From an optimization exercise on the open Yosys and OpenROAD flow, aimed at small area, a short achievable clock period and few clock cycles per item; shortcuts taken in it are not production practice. Only simulation tests tie the RTL to the original design; equivalence was not proved.

==> flow/design.v <==
module sha512_k_rom (
    input  wire [6:0]  t,
    output wire [63:0] k
);
  localparam [80*64-1:0] KTAB = {
    64'h428a2f98d728ae22, 64'h7137449123ef65cd,   
    64'hb5c0fbcfec4d3b2f, 64'he9b5dba58189dbbc,   
    64'h3956c25bf348b538, 64'h59f111f1b605d019,   
    64'h923f82a4af194f9b, 64'hab1c5ed5da6d8118,   
    64'hd807aa98a3030242, 64'h12835b0145706fbe,   
    64'h243185be4ee4b28c, 64'h550c7dc3d5ffb4e2,   
    64'h72be5d74f27b896f, 64'h80deb1fe3b1696b1,   
    64'h9bdc06a725c71235, 64'hc19bf174cf692694,   
    64'he49b69c19ef14ad2, 64'hefbe4786384f25e3,   
    64'h0fc19dc68b8cd5b5, 64'h240ca1cc77ac9c65,   
    64'h2de92c6f592b0275, 64'h4a7484aa6ea6e483,   
    64'h5cb0a9dcbd41fbd4, 64'h76f988da831153b5,   
    64'h983e5152ee66dfab, 64'ha831c66d2db43210,   
    64'hb00327c898fb213f, 64'hbf597fc7beef0ee4,   
    64'hc6e00bf33da88fc2, 64'hd5a79147930aa725,   
    64'h06ca6351e003826f, 64'h142929670a0e6e70,   
    64'h27b70a8546d22ffc, 64'h2e1b21385c26c926,   
    64'h4d2c6dfc5ac42aed, 64'h53380d139d95b3df,   
    64'h650a73548baf63de, 64'h766a0abb3c77b2a8,   
    64'h81c2c92e47edaee6, 64'h92722c851482353b,   
    64'ha2bfe8a14cf10364, 64'ha81a664bbc423001,   
    64'hc24b8b70d0f89791, 64'hc76c51a30654be30,   
    64'hd192e819d6ef5218, 64'hd69906245565a910,   
    64'hf40e35855771202a, 64'h106aa07032bbd1b8,   
    64'h19a4c116b8d2d0c8, 64'h1e376c085141ab53,   
    64'h2748774cdf8eeb99, 64'h34b0bcb5e19b48a8,   
    64'h391c0cb3c5c95a63, 64'h4ed8aa4ae3418acb,   
    64'h5b9cca4f7763e373, 64'h682e6ff3d6b2b8a3,   
    64'h748f82ee5defb2fc, 64'h78a5636f43172f60,   
    64'h84c87814a1f0ab72, 64'h8cc702081a6439ec,   
    64'h90befffa23631e28, 64'ha4506cebde82bde9,   
    64'hbef9a3f7b2c67915, 64'hc67178f2e372532b,   
    64'hca273eceea26619c, 64'hd186b8c721c0c207,   
    64'heada7dd6cde0eb1e, 64'hf57d4f7fee6ed178,   
    64'h06f067aa72176fba, 64'h0a637dc5a2c898a6,   
    64'h113f9804bef90dae, 64'h1b710b35131c471b,   
    64'h28db77f523047d84, 64'h32caab7b40c72493,   
    64'h3c9ebe0a15c9bebc, 64'h431d67c49c100d4c,   
    64'h4cc5d4becb3e42b6, 64'h597f299cfc657e2a,   
    64'h5fcb6fab3ad6faec, 64'h6c44198c4a475817    
  };
  assign k = (t < 7'd80) ? KTAB[(7'd79 - t)*64 +: 64] : 64'h0;
endmodule
module sha512_core (
    input  wire          clk,
    input  wire          rst,           
    input  wire          in_valid,
    output wire          in_ready,
    input  wire          in_first,      
    input  wire          in_last,       
    input  wire [1:0]    in_variant,    
    input  wire [1023:0] in_block,      
    output reg           out_valid,
    output wire [511:0]  out_digest     
);
  localparam [1:0] S_IDLE  = 2'd0;
  localparam [1:0] S_ROUND = 2'd1;
  localparam [1:0] S_FINAL = 2'd2;
  reg [1:0]  state;
  reg [6:0]  round;
  reg        last_q;
  reg [1:0]  variant_q;
  reg [63:0] H0, H1, H2, H3, H4, H5, H6, H7;
  reg [63:0] a, b, c, d, e, f, g, h;
  reg [1023:0] wv;
  wire [63:0] w0  = wv[1023:960];
  wire [63:0] w1  = wv[959:896];
  wire [63:0] w9  = wv[447:384];
  wire [63:0] w14 = wv[127:64];
  reg [63:0] iv0, iv1, iv2, iv3, iv4, iv5, iv6, iv7;
  always @(*) begin
    case (in_variant)
      2'd0: begin  
        iv0 = 64'h6a09e667f3bcc908; iv1 = 64'hbb67ae8584caa73b;
        iv2 = 64'h3c6ef372fe94f82b; iv3 = 64'ha54ff53a5f1d36f1;
        iv4 = 64'h510e527fade682d1; iv5 = 64'h9b05688c2b3e6c1f;
        iv6 = 64'h1f83d9abfb41bd6b; iv7 = 64'h5be0cd19137e2179;
      end
      2'd1: begin  
        iv0 = 64'hcbbb9d5dc1059ed8; iv1 = 64'h629a292a367cd507;
        iv2 = 64'h9159015a3070dd17; iv3 = 64'h152fecd8f70e5939;
        iv4 = 64'h67332667ffc00b31; iv5 = 64'h8eb44a8768581511;
        iv6 = 64'hdb0c2e0d64f98fa7; iv7 = 64'h47b5481dbefa4fa4;
      end
      2'd2: begin  
        iv0 = 64'h22312194fc2bf72c; iv1 = 64'h9f555fa3c84c64c2;
        iv2 = 64'h2393b86b6f53b151; iv3 = 64'h963877195940eabd;
        iv4 = 64'h96283ee2a88effe3; iv5 = 64'hbe5e1e2553863992;
        iv6 = 64'h2b0199fc2c85b8aa; iv7 = 64'h0eb72ddc81c52ca2;
      end
      default: begin  
        iv0 = 64'h8c3d37c819544da2; iv1 = 64'h73e1996689dcd4d6;
        iv2 = 64'h1dfab7ae32ff9c82; iv3 = 64'h679dd514582f9fcf;
        iv4 = 64'h0f6d2b697bd44da8; iv5 = 64'h77e36f7304c48942;
        iv6 = 64'h3f9d85a86a1d36c8; iv7 = 64'h1112e6ad91d692a1;
      end
    endcase
  end
  wire [63:0] k_t;
  sha512_k_rom u_k (.t(round), .k(k_t));
  wire [63:0] bsig1 = {e[13:0], e[63:14]} ^ {e[17:0], e[63:18]} ^ {e[40:0], e[63:41]};
  wire [63:0] bsig0 = {a[27:0], a[63:28]} ^ {a[33:0], a[63:34]} ^ {a[38:0], a[63:39]};
  wire [63:0] ch    = (e & f) ^ (~e & g);
  wire [63:0] maj   = (a & b) ^ (a & c) ^ (b & c);
  wire [63:0] t1    = h + bsig1 + ch + k_t + w0;
  wire [63:0] t2    = bsig0 + maj;
  wire [63:0] ssig0 = {w1[0], w1[63:1]} ^ {w1[7:0], w1[63:8]} ^ {7'b0, w1[63:7]};
  wire [63:0] ssig1 = {w14[18:0], w14[63:19]} ^ {w14[60:0], w14[63:61]} ^ {6'b0, w14[63:6]};
  wire [63:0] w_new = ssig1 + w9 + ssig0 + w0;
  assign in_ready = (state == S_IDLE);
  wire accept = in_valid && in_ready;
  always @(posedge clk) begin
    if (rst) begin
      state     <= S_IDLE;
      out_valid <= 1'b0;
    end else begin
      out_valid <= 1'b0;
      case (state)
        S_IDLE: begin
          if (accept) begin
            wv <= in_block;
            if (in_first) begin
              H0 <= iv0; H1 <= iv1; H2 <= iv2; H3 <= iv3;
              H4 <= iv4; H5 <= iv5; H6 <= iv6; H7 <= iv7;
              a <= iv0; b <= iv1; c <= iv2; d <= iv3;
              e <= iv4; f <= iv5; g <= iv6; h <= iv7;
              variant_q <= in_variant;
            end else begin
              a <= H0; b <= H1; c <= H2; d <= H3;
              e <= H4; f <= H5; g <= H6; h <= H7;
            end
            last_q <= in_last;
            round  <= 7'd0;
            state  <= S_ROUND;
          end
        end
        S_ROUND: begin
          h <= g;
          g <= f;
          f <= e;
          e <= d + t1;
          d <= c;
          c <= b;
          b <= a;
          a <= t1 + t2;
          wv <= {wv[959:0], w_new};
          round <= round + 7'd1;
          if (round == 7'd79)
            state <= S_FINAL;
        end
        S_FINAL: begin
          H0 <= H0 + a; H1 <= H1 + b; H2 <= H2 + c; H3 <= H3 + d;
          H4 <= H4 + e; H5 <= H5 + f; H6 <= H6 + g; H7 <= H7 + h;
          out_valid <= last_q;
          state     <= S_IDLE;
        end
        default: state <= S_IDLE;
      endcase
    end
  end
  wire [511:0] full = {H0, H1, H2, H3, H4, H5, H6, H7};
  reg  [511:0] mask;
  always @(*) begin
    case (variant_q)
      2'd0:    mask = {512{1'b1}};
      2'd1:    mask = {{384{1'b1}}, {128{1'b0}}};
      2'd2:    mask = {{256{1'b1}}, {256{1'b0}}};
      default: mask = {{224{1'b1}}, {288{1'b0}}};
    endcase
  end
  assign out_digest = full & mask;
endmodule
==> flow/run.sh <==
#!/bin/bash
# synth_recipe.tcl (not shown) runs the flow's synth.tcl, then flattens the netlist and writes it again
# the make line also repeats each setting of config.mk as NAME=value (left out here)
make -C /OpenROAD-flow-scripts/flow DESIGN_CONFIG=/design/flow/config.mk WORK_HOME=/design/flow/orfs CLKGATE_MAP_FILE= SYNTH_SCRIPT=/design/flow/synth_recipe.tcl finish
==> flow/config.mk <==
export PLATFORM = sky130hd
export DESIGN_NAME = sha512_core
export DESIGN_NICKNAME = sha512_core
export VERILOG_FILES = /design/flow/design.v
export SDC_FILE = /design/flow/constraint.sdc
export NUM_CORES = 4
export LEC_CHECK = 0
export CAP_MARGIN = 20
export CORE_MARGIN = 2
export CORE_UTILIZATION = 40
export SLEW_MARGIN = 20
==> flow/constraint.sdc <==
create_clock -name core_clock -period 13.0 [get_ports {clk}]
set_input_delay 2.6000 -clock core_clock [delete_from_list [all_inputs] [get_ports {clk}]]
set_output_delay 2.6000 -clock core_clock [all_outputs]
set_load 0.01 [all_outputs]
==> impl_metrics.py <==
metrics = {
    "synthesis": {
        "synth_common_cells": "nand2_1, edfxtp_1, a21oi_1",
        "synth.most_common_cell": "nand2_1",
        "muxShareOfSynthArea_pct": 0.697,
        "syn_area_um2": 152000,
        "ys_types": 96,
        "ys_seq_elements": 2061,
        "async_flop_share_pct": 0,
        "synth_top_area_share_pct": 40.7,
        "netlist_instances": 17145,
        "synth_compound_area_share_pct": 17.9,
        "synth-simple-area-share_pct": 17.4,
        "synth_area_leaders": "edfxtp_1, nand2_1, ha_1",
        "syn_avg_cell_area_um2": 8.85,
        "synth_top_family_by_area": "compound AO/OA/AOI/OAI gates",
        "synth_sequential_area_ratio_pct": 40.8,
        "yosysTopAreaCell": "edfxtp_1",
        "ys_warn_count": 1,
        "synth-xor-area-share_pct": 6.64,
        "synth_nets": 19330,
        "synth_ff_type": "edfxtp_1",
        "synthAdderAreaFrac_pct": 11.7,
        "synth_edf_count": 2058,
    },
    "run": {
        "cap_violations": 0,
    },
    "timing": {
        "fmax_mhz": 85.9,
        "fin_skew_ns": 0.0661,
        "maxSlewHeadroom_pct": 8.16,
        "rsz0062_at_grt": "false",
        "setup_viol": 0,
        "period_share_pct": 89.5,
        "post-route-min-period_ns": 11.64,
        "setup_tns_ns": 0,
        "drv_slew": 0,
        "hold_violations": 0,
        "worst_pin_slew_ns": 1.37,
    },
    "routing": {
        "drtIter0Drc": 21475,
        "via_per_inst": 6.10,
        "vias": 145954,
        "drcViolationCount": 0,
        "post_drt_wl_per_cell_um": 36.1,
        "routed_wl_um": 863000,
        "ant_nets": 0,
        "first_pass_iters": 7,
    },
    "setup_path": {
        "path_delay_family": "compound AO/OA/AOI/OAI gates",
        "end_kind": "register",
        "path_depth": 48,
        "crit_top_cell": "a21oi_1",
        "critical_path.max_fanout": 11,
        "worstSetupPathType": "register to register",
        "regToRegSetupSlack_ns": 1.36,
        "worstPathArrival_ns": 12.27,
        "crit_buf_inv": 7,
        "slowest_delay_ns": 0.54,
        "cp-start-kind": "register",
        "cp_slowest_cell": "nor2_1",
        "crit_required_ns": 13.64,
        "reg2regPathDepth": 48,
    },
    "clock_network": {
        "cts_root_buf": "clkbuf_16",
        "cts.sinks": 2061,
        "clk_pin_slew_ns": 0.06,
        "cts_tree": "done",
        "cts_hold_buf": 0,
        "cts_setup_buffers": 0,
        "clock_latency_ns": 0.95,
        "cts_made_buffers": 265,
        "htree_levels": 5,
        "cts-resized-gates": 0,
        "cts_buffer_depth": 4,
    },
    "status": {
        "status": "complete, no violations",
    },
    "die": {
        "coreArea_um2": 378000,
        "initial_utilization_pct": 40.1,
        "die_y_um": 620,
        "rows": 226,
        "fp.dieW_um": 620,
        "die_area_um2": 384000,
        "ios": 1545,
    },
    "global_route": {
        "grt_pass1_wl_um": 1140000,
        "overflow": 0,
        "grt.total_usage_pct": 43.2,
        "grt_pass1_vias": 132616,
        "grt_max_degree": 196,
        "antenna_found_initial": 187,
    },
    "layout": {
        "fin_util_pct": 48.6,
        "largest_reg_flops": 1024,
        "largest_register": "wv",
        "area_growth_pct": 21.1,
        "nets": 20693,
        "final_layout_size_suffix_gt1_share_pct": 6.15,
    },
    "worst_hold_path": {
        "hold_depth": 2,
        "hold_class": "register to register",
    },
    "placed_design": {
        "dpl.hpwl_um": 677000,
        "port_buffers": 1544,
        "gp_congestion": 1.13,
    },
}
[cells in the final DEF, fill, tap and decap left out, types with 59 or more instances in the layout]
cell type        synthesis  routed
clkdlybuf4s50_1          0    1543
and2_1                 197     192
nand4_1                100     100
or3_1                   59      59
and3_1                  86      86
mux2i_1                 73      65
a21oi_1               1449    1449
nand3_1                204     204
nand2b_1               121     117
xnor2_1                748     735
buf_4                   32     569
o31ai_1                 66      66
o211ai_1                92      92
clkbuf_1               922      65
nor2b_1                205     203
o21bai_1               110     110
inv_1                  852     850
nand2_1               3713    3708
a21o_1                 600     600
o21ai_0               1092    1090
xor2_1                 397     396
ha_1                   767     765
edfxtp_1              2058    2058
o21a_1                 123     123
a211oi_1                86      86
diode_2                  0     193
nor2_1                1232    1212
fa_1                   387     387
a31oi_1                331     331
clkbuf_16                0     269
nor3_1                 232     229
[logic make-up (layout without fill, tap and decap cells)]
family                     after synthesis  count (layout)
AOI/OAI and AO/OA                     4453            4453
xor gates and xnor gates              1147            1147
adders and majority gates             1199            1199
buffers and inverters                 1907            3473
DFF                                   2061            2061
muxes                                  102             102
other                                    0             193
and+or+nand+nor                       6276            6276
[layer usage]
metal | share of wire [%] | vias to the layer above | wire, um | GRT usage (%)
met2 | 41 | 9420 | 351000 | 60.6
met4 | 7.9 | 86 | 68300 | 29.3
met1 | 39 | 71653 | 335000 | 56.5
met5 | 0.065 | - | 565 | 0
met3 | 12 | 1871 | 108000 | 14.0
li1 | - | 62924 | - | -
[metrics by stage]
step	hold slack [ns]	setup slack, ns	cells	cell area, um^2
2_1_floorplan	0.482	-26.61	17145	152000
3_3_place_gp	0.487	1.60	23257	175000
3_5_place_dp	0.491	1.71	23257	175000
4_1_cts	0.473	1.62	23727	183000
5_1_grt	0.502	0.784	23834	184000
6_report	0.480	1.36	23920	184000
[worst paths after layout]
kind / to / from
min: wv[519] / wv[455]
max reg2reg: a[62] / round[4]
min reg2reg: wv[519] / wv[455]
max: a[62] / round[4]
[area by class of cell]
type,count,area [um^2]
clock inverters,135,1520
clock buffers,335,6990
fillers,36877,195000
well taps,5016,6280
diodes,193,483
repair buffers,2147,20400
flip-flops and latches,2061,61900
inverters,856,3220
multi-input cells,13177,83000
[worst min-delay path, cell delays in order (launching register included)]
cell and delay (ns):
edfxtp_1 0.32, nand2_1 0.05, nand2_1 0.04
Testbench counts, summed over its fixed seeds: cycles 39,286, blocks 479.

## separate check: timing with driven ports
The flow's constraints put no driver on any port. The routed layout listed below was extracted and timed again, unchanged, in two steps.
Step 1: set_driving_cell puts a clkbuf_16 on clk and a buf_2 on each other input, an assumption about the parent block.
Step 2, shift: input delay + t, output delay - t, t = (earliest + latest rising clock arrival at the registers) / 2. This alone moves slack from input paths to output paths.
a / b / c = ideal / step 1 / step 2; a / b = the first two.
t (ns): 1.059
setup slack, ns: 1.361 / 1.361 / 1.361
worst hold slack (ns): 0.480 / 0.480 / 0.480
worst setup path after step 2: register to register
latest minus earliest clock arrival (ns): 0.066 / 0.066
After both steps setup and hold are still met in this run. The setup slack of this run moves by 0.000 ns with the drivers and by 0.000 ns with both steps.
